From an optimization exercise on the open Yosys and OpenROAD flow, aimed at small area, a short achievable clock period and few clock cycles; shortcuts taken in it are not production practice.
Where RTL was checked, it was by simulation tests only, not by an equivalence proof against the original.
Power figures rest on the tool's default switching activity, not on a simulated workload.

==> 12-15 <==
==> flow/design.v <==
module xvcd_clkdiv (
    input  wire        clk,
    input  wire        rst,           
    input  wire        in_valid,
    output wire        in_ready,
    input  wire [31:0] in_hz,         
    input  wire        in_hs,         
    output reg         out_valid,
    input  wire        out_ready,
    output wire [15:0] out_divisor,
    output wire [31:0] out_achieved,  
    output reg         out_base_high,
    output reg         out_clamped,
    output reg         out_err        
);
    localparam [22:0] M_STD = 23'd5_999_999;    
    localparam [2:0] S_IDLE  = 3'd0,
                     S_SETUP = 3'd1,    
                     S_DIV1  = 3'd2,    
                     S_DIV2  = 3'd3,    
                     S_TAB   = 3'd4,    
                     S_DONE  = 3'd5;
    reg  [2:0]  state;
    reg  [22:0] rem;         
    reg  [22:0] den;         
    reg  [24:0] quo;         
    reg  [4:0]  cnt;         
    reg         m_bit;       
    assign in_ready     = (state == S_IDLE);
    assign out_divisor  = den[15:0];
    assign out_achieved = {7'd0, quo};
    wire [20:0] inc_c;
    assign inc_c[0] = 1'b1;
    genvar g;
    generate
        for (g = 0; g < 20; g = g + 1) begin : g_inc
            assign inc_c[g + 1] = inc_c[g] & quo[g];
        end
    endgenerate
    wire [19:0] quo_inc = quo[19:0] ^ inc_c[19:0];
    function automatic ge_c(input [31:0] x, input [31:0] c);
        integer j;
        reg     r;
        begin
            r = 1'b1;
            for (j = 0; j < 32; j = j + 1)
                r = c[j] ? (x[j] & r) : (x[j] | r);
            ge_c = r;
        end
    endfunction
    wire ge_92    = ge_c(in_hz, 32'd92);
    wire ge_6m    = ge_c(in_hz, 32'd6_000_000);
    wire gt_6m    = ge_c(in_hz, 32'd6_000_001);
    wire gt_30m   = ge_c(in_hz, 32'd30_000_001);
    wire ge_30m   = ge_c(in_hz, 32'd30_000_000);
    wire ge_15m   = ge_c(in_hz, 32'd15_000_000);
    wire ge_10m   = ge_c(in_hz, 32'd10_000_000);
    wire ge_7m5   = ge_c(in_hz, 32'd7_500_000);
    wire high     = in_hs & gt_6m;
    wire [2:0] hdiv = ge_30m ? 3'd0 : ge_15m ? 3'd1 : ge_10m ? 3'd2 :
                      ge_7m5 ? 3'd3 : 3'd4;
    wire [22:0] lz_in = {quo[21:0], 1'b1};
    wire [23:0] above;                        
    assign above[23] = 1'b0;
    generate
        for (g = 22; g >= 0; g = g - 1) begin : g_above
            assign above[g] = above[g + 1] | lz_in[g];
        end
    endgenerate
    wire [22:0] lead = lz_in & ~above[23:1];   
    reg [4:0]  k_start;
    reg [22:0] rem_init;
    reg        m_init;
    integer    i;
    always @(*) begin
        k_start  = 5'd0;
        rem_init = 23'd0;
        m_init   = 1'b0;
        for (i = 0; i < 23; i = i + 1) begin
            k_start  = k_start  | ({5{lead[i]}} & (5'd22 - i[4:0]));
            rem_init = rem_init | ({23{lead[i]}} & (M_STD >> (23 - i)));
            m_init   = m_init   | (lead[i] & M_STD[22 - i]);
        end
    end
    wire [4:0]  cnt_dec = cnt - 5'd1;
    wire [23:0] rem_sh  = {rem, m_bit};
    wire [25:0] rem_add = {1'b0, rem_sh, 1'b1} + {2'b11, ~den, state != S_DIV2};
    wire [24:0] rem_sub = rem_add[25:1];
    wire        q_bit   = !rem_sub[24];
    wire [22:0] rem_nxt = q_bit ? rem_sub[22:0] : rem_sh[22:0];
    wire [24:0] q_next  = {quo[23:0], q_bit};
    wire [24:0] q_fin   = q_bit ? {4'd0, quo_inc, 1'b0} : {4'd0, quo[19:0], 1'b1};
    wire        last    = (cnt == 5'd0);
    wire        start2  = (state == S_DIV1) && last && (quo[23:2] != 22'd0);
    wire [2:0]  ti = den[2:0];
    wire [24:0] tab_std =
        ti[2] ? (ti[1] ? (ti[0] ? 25'd750_000   : 25'd857_143)
                       : (ti[0] ? 25'd1_000_000   : 25'd1_200_000))
              : (ti[1] ? (ti[0] ? 25'd1_500_000 : 25'd2_000_000)
                       : (ti[0] ? 25'd3_000_000 : 25'd6_000_000));
    wire [24:0] tab_high =
        ti[2] ? 25'd6_000_000
              : (ti[1] ? (ti[0] ? 25'd7_500_000 : 25'd10_000_000)
                       : (ti[0] ? 25'd15_000_000 : 25'd30_000_000));
    wire [24:0] tab = out_base_high ? tab_high : tab_std;
    always @(posedge clk) begin
        if (state == S_SETUP || start2) begin
            rem   <= rem_init;
            cnt   <= k_start;
            m_bit <= m_init;
        end else begin
            rem   <= rem_nxt;
            cnt   <= cnt_dec;
            m_bit <= M_STD[cnt_dec];
        end
    end
    always @(posedge clk) begin
        if (rst) begin
            state     <= S_IDLE;
            out_valid <= 1'b0;
        end else begin
            case (state)
            S_IDLE: begin
                if (in_valid) begin
                    quo           <= {3'd0, in_hz[22:1]};
                    out_err       <= !ge_92;
                    out_base_high <= high;
                    out_clamped   <= in_hs ? gt_30m : gt_6m;
                    if (!ge_92) begin
                        out_valid <= 1'b1;
                        state     <= S_DONE;
                    end else if (ge_6m) begin
                        den   <= high ? {20'd0, hdiv} : 23'd0;
                        state <= S_TAB;
                    end else begin
                        den   <= in_hz[22:0];
                        state <= S_SETUP;
                    end
                end
            end
            S_SETUP: begin
                quo   <= 25'd0;
                state <= S_DIV1;
            end
            S_DIV1: begin
                if (last) begin
                    den <= q_next[22:0];
                    quo <= 25'd0;
                    state <= start2 ? S_DIV2 : S_TAB;
                end else begin
                    quo <= q_next;
                end
            end
            S_DIV2: begin
                quo <= q_next;
                if (last) begin
                    quo       <= q_fin;
                    out_valid <= 1'b1;
                    state     <= S_DONE;
                end
            end
            S_TAB: begin
                quo       <= tab;
                out_valid <= 1'b1;
                state     <= S_DONE;
            end
            S_DONE: begin
                if (out_ready) begin
                    out_valid <= 1'b0;
                    state     <= S_IDLE;
                end
            end
            default: state <= S_IDLE;
            endcase
        end
    end
endmodule
==> flow/run.sh <==
#!/bin/bash
# synth_recipe.tcl (not shown) runs the flow's synth.tcl, then flattens the netlist and writes it again
# the make line also repeats each setting of config.mk as NAME=value (left out here)
make -C /OpenROAD-flow-scripts/flow DESIGN_CONFIG=/design/flow/config.mk WORK_HOME=/design/flow/orfs CLKGATE_MAP_FILE= SYNTH_SCRIPT=/design/flow/synth_recipe.tcl finish
==> flow/config.mk <==
export PLATFORM = sky130hd
export DESIGN_NAME = xvcd_clkdiv
export DESIGN_NICKNAME = xvcd_clkdiv
export VERILOG_FILES = /design/flow/design.v
export SDC_FILE = /design/flow/constraint.sdc
export NUM_CORES = 4
export LEC_CHECK = 0
export ABC_CLOCK_PERIOD_IN_PS = 4000
export CAP_MARGIN = 20
export CORE_MARGIN = 2
export CORE_UTILIZATION = 40
export PLACE_DENSITY = 0.6
export SETUP_SLACK_MARGIN = 4.0
export SLEW_MARGIN = 20
==> flow/constraint.sdc <==
create_clock -name core_clock -period 8.0 [get_ports {clk}]
set_input_delay 1.6000 -clock core_clock [delete_from_list [all_inputs] [get_ports {clk}]]
set_output_delay 1.6000 -clock core_clock [all_outputs]
set_load 0.01 [all_outputs]
==> 08-12: changes against 12-15 <==
ABC_CLOCK_PERIOD_IN_PS = 3000   (was 4000)
SETUP_SLACK_MARGIN = 5.0   (was 4.0)
==> 11-02: changes against 12-15 <==
==> flow/design.v (replaced) <==
module xvcd_clkdiv (
    input  wire        clk,
    input  wire        rst,           
    input  wire        in_valid,
    output wire        in_ready,
    input  wire [31:0] in_hz,         
    input  wire        in_hs,         
    output reg         out_valid,
    input  wire        out_ready,
    output wire [15:0] out_divisor,
    output wire [31:0] out_achieved,  
    output reg         out_base_high,
    output reg         out_clamped,
    output reg         out_err        
);
    localparam [22:0] M_STD = 23'd5_999_999;    
    localparam [1:0] S_WAIT = 2'd0,     
                     S_DIV1 = 2'd1,     
                     S_DIV2 = 2'd2;     
    reg  [1:0]  state;
    reg  [22:0] rem;         
    reg  [22:0] den;         
    reg  [18:0] quo;         
    reg  [4:0]  cnt;         
    reg         m_bit;       
    reg         r_small;       
    reg         use_tab;     
    wire waiting = (state == S_WAIT);
    assign in_ready     = waiting && (!out_valid || out_ready);
    wire accept         = in_valid && in_ready;
    assign out_divisor  = den[15:0];
    reg [24:0] tab;
    always @(*) begin
        if (out_base_high)
            tab = den[2] ? 25'd6_000_000 :
                  den[1] ? (den[0] ? 25'd7_500_000  : 25'd10_000_000)
                         : (den[0] ? 25'd15_000_000 : 25'd30_000_000);
        else if (den[3])
            tab = den[2] ? (den[1] ? (den[0] ? 25'd375_000 : 25'd400_000)
                                   : (den[0] ? 25'd428_572 : 25'd461_539))
                         : (den[1] ? (den[0] ? 25'd500_000 : 25'd545_455)
                                   : (den[0] ? 25'd600_000 : 25'd666_667));
        else
            tab = den[2] ? (den[1] ? (den[0] ? 25'd750_000   : 25'd857_143)
                                   : (den[0] ? 25'd1_000_000 : 25'd1_200_000))
                         : (den[1] ? (den[0] ? 25'd1_500_000 : 25'd2_000_000)
                                   : (den[0] ? 25'd3_000_000 : 25'd6_000_000));
    end
    assign out_achieved = {7'd0, use_tab ? tab : {6'd0, quo}};
    wire [18:0] inc_c;
    assign inc_c[0] = 1'b1;
    genvar g;
    generate
        for (g = 0; g < 18; g = g + 1) begin : g_inc
            assign inc_c[g + 1] = &quo[g:0];
        end
    endgenerate
    wire [17:0] quo_inc = quo[17:0] ^ inc_c[17:0];
    function automatic ge_c(input [31:0] x, input [31:0] c);
        integer j;
        reg     r;
        begin
            r = 1'b1;
            for (j = 0; j < 32; j = j + 1)
                r = c[j] ? (x[j] & r) : (x[j] | r);
            ge_c = r;
        end
    endfunction
    wire ge_92    = ge_c(in_hz, 32'd92);
    wire ge_2457  = ge_c(in_hz, 32'd2457);
    wire ge_6m    = ge_c(in_hz, 32'd6_000_000);
    wire gt_6m    = ge_c(in_hz, 32'd6_000_001);
    wire gt_30m   = ge_c(in_hz, 32'd30_000_001);
    wire ge_30m   = ge_c(in_hz, 32'd30_000_000);
    wire ge_15m   = ge_c(in_hz, 32'd15_000_000);
    wire ge_10m   = ge_c(in_hz, 32'd10_000_000);
    wire ge_7m5   = ge_c(in_hz, 32'd7_500_000);
    wire high     = in_hs & gt_6m;
    wire [2:0] hdiv = ge_30m ? 3'd0 : ge_15m ? 3'd1 : ge_10m ? 3'd2 :
                      ge_7m5 ? 3'd3 : 3'd4;
    wire [22:0] lz_in = waiting ? in_hz[22:0] : {3'd0, quo, 1'b1};
    wire [23:0] above;                        
    assign above[23] = 1'b0;
    generate
        for (g = 22; g >= 0; g = g - 1) begin : g_above
            assign above[g] = above[g + 1] | lz_in[g];
        end
    endgenerate
    wire [22:0] lead = lz_in & ~above[23:1];   
    reg [4:0]  k_start;
    reg [22:0] rem_init;
    reg        m_init;
    integer    i;
    always @(*) begin
        k_start  = 5'd0;
        rem_init = 23'd0;
        m_init   = 1'b0;
        for (i = 0; i < 23; i = i + 1) begin
            k_start  = k_start  | ({5{lead[i]}} & (5'd22 - i[4:0]));
            rem_init = rem_init | ({23{lead[i]}} & (M_STD >> (23 - i)));
            m_init   = m_init   | (lead[i] & M_STD[22 - i]);
        end
    end
    wire [4:0]  cnt_dec = cnt - 5'd1;
    wire [23:0] rem_sh  = {rem, m_bit};
    wire [25:0] rem_add = {1'b0, rem_sh, 1'b1} + {2'b11, ~den, state != S_DIV2};
    wire [24:0] rem_sub = rem_add[25:1];
    wire        q_bit   = !rem_sub[24];
    wire [22:0] rem_nxt = q_bit ? rem_sub[22:0] : rem_sh[22:0];
    wire [18:0] q_next  = {quo[17:0], q_bit};
    wire [18:0] q_fin   = q_bit ? {quo_inc, 1'b0} : {quo[17:0], 1'b1};
    wire        last    = (cnt == 5'd0);
    wire        big_q   = (quo[18:3] != 16'd0);    
    wire        start2  = (state == S_DIV1) && last && big_q && !r_small;
    always @(posedge clk) begin
        if (waiting || start2) begin
            rem   <= rem_init;
            cnt   <= k_start;
            m_bit <= m_init;
        end else begin
            rem   <= rem_nxt;
            cnt   <= cnt_dec;
            m_bit <= M_STD[cnt_dec];
        end
    end
    always @(posedge clk) begin
        if (rst) begin
            state     <= S_WAIT;
            out_valid <= 1'b0;
        end else begin
            case (state)
            S_WAIT: begin
                if (out_ready)
                    out_valid <= 1'b0;
                if (accept) begin
                    quo           <= 19'd0;
                    den           <= in_hz[22:0];
                    r_small         <= !ge_2457;
                    use_tab       <= 1'b1;
                    out_err       <= !ge_92;
                    out_base_high <= high;
                    out_clamped   <= in_hs ? gt_30m : gt_6m;
                    if (!ge_92) begin
                        out_valid <= 1'b1;
                    end else if (ge_6m) begin
                        den       <= high ? {20'd0, hdiv} : 23'd0;
                        out_valid <= 1'b1;
                    end else begin
                        state     <= S_DIV1;
                    end
                end
            end
            S_DIV1: begin
                if (last) begin
                    den <= q_next[15:0];
                    if (start2) begin
                        quo   <= 19'd0;
                        state <= S_DIV2;
                    end else begin
                        quo       <= den[18:0];
                        use_tab   <= !r_small;
                        out_valid <= 1'b1;
                        state     <= S_WAIT;
                    end
                end else begin
                    quo <= q_next;
                end
            end
            default: begin   
                quo <= q_next;
                if (last) begin
                    quo       <= q_fin;
                    use_tab   <= 1'b0;
                    out_valid <= 1'b1;
                    state     <= S_WAIT;
                end
            end
            endcase
        end
    end
endmodule
ABC_CLOCK_PERIOD_IN_PS = 3500   (was 4000)
SETUP_SLACK_MARGIN = 5.0   (was 4.0)
==> summary.txt <==
| metric | 08-12 | 12-15 | 11-02 |
|---|---|---|---|
| Status | timing/DRC/antenna clean | timing/DRC/antenna clean | timing/DRC/antenna clean |
| Power attributed to sequential cells | 0.839 mW | 0.967 mW | 0.467 mW |
| Hold Crit Endpoint | out_valid | out_valid | rem[2] |
| Number of flip-flops under the largest register name | 25 | 25 | - |
| Proportion of layout cells with a drive suffix above 1 | 21.8% | 7.86% | 38.5% |
| P&R area growth vs syn | 33.2% | 18.1% | 48.1% |
| Initial Utilization | 40.8% | 40.8% | 40.9% |
| Die extent in x | 139 um | 139 um | 143 um |
| Number of vias in the routed layout | 7,721 | 7,229 | 8,871 |
| Internal power component | 2.11 mW | 1.78 mW | 0.875 mW |
| Site row count | 49 | 49 | 50 |
| Post-route non-filler standard cell count | 1,254 | 1,183 | 1,395 |
| Fraction of area in registers | 22.5% | 25.3% | 18.1% |
| Invs w/o clock | 48 | 48 | 50 |
| Avg Vias per Cell | 6.16 | 6.11 | 6.36 |
Testbench counts of 11-02, summed over its fixed seeds: cycles 14,514.
For 12-15 and 08-12, only the layout was checked, not whether the RTL still works.

## what the ideal ports hide
Ports are ideal in the flow. The routed layouts listed here were re-timed in OpenROAD. Step 1: set_driving_cell puts a clkbuf_16 on clk and a buf_2 on each other input, an assumption about the parent block. Step 2, shift: input delay + t, output delay - t, t = (earliest + latest rising clock arrival at the registers) / 2. This alone moves slack from input paths to output paths. Three values: ideal ports, drivers, drivers and shift; two values: the first two.
| run | shift t [ns] | setup WS [ns] | worst setup path at the end | worst data-port slew with drivers (ns) | pins driven straight from the clock port |
|---|---|---|---|---|---|
| 12-15 | 0.394 | 4.076 / 4.076 / 3.739 | input to register | 0.04 | 1 |
| 08-12 | 0.403 | 4.139 / 4.139 / 4.139 | register to register | 0.05 | 1 |
| 11-02 | 0.409 | 4.091 / 4.042 / 4.033 | input to register | 0.07 | 1 |
After both steps setup and hold are still met in every run listed. For 12-15, which loses most, drivers alone change the setup slack by 0.000 ns; drivers and shift together by -0.337 ns.
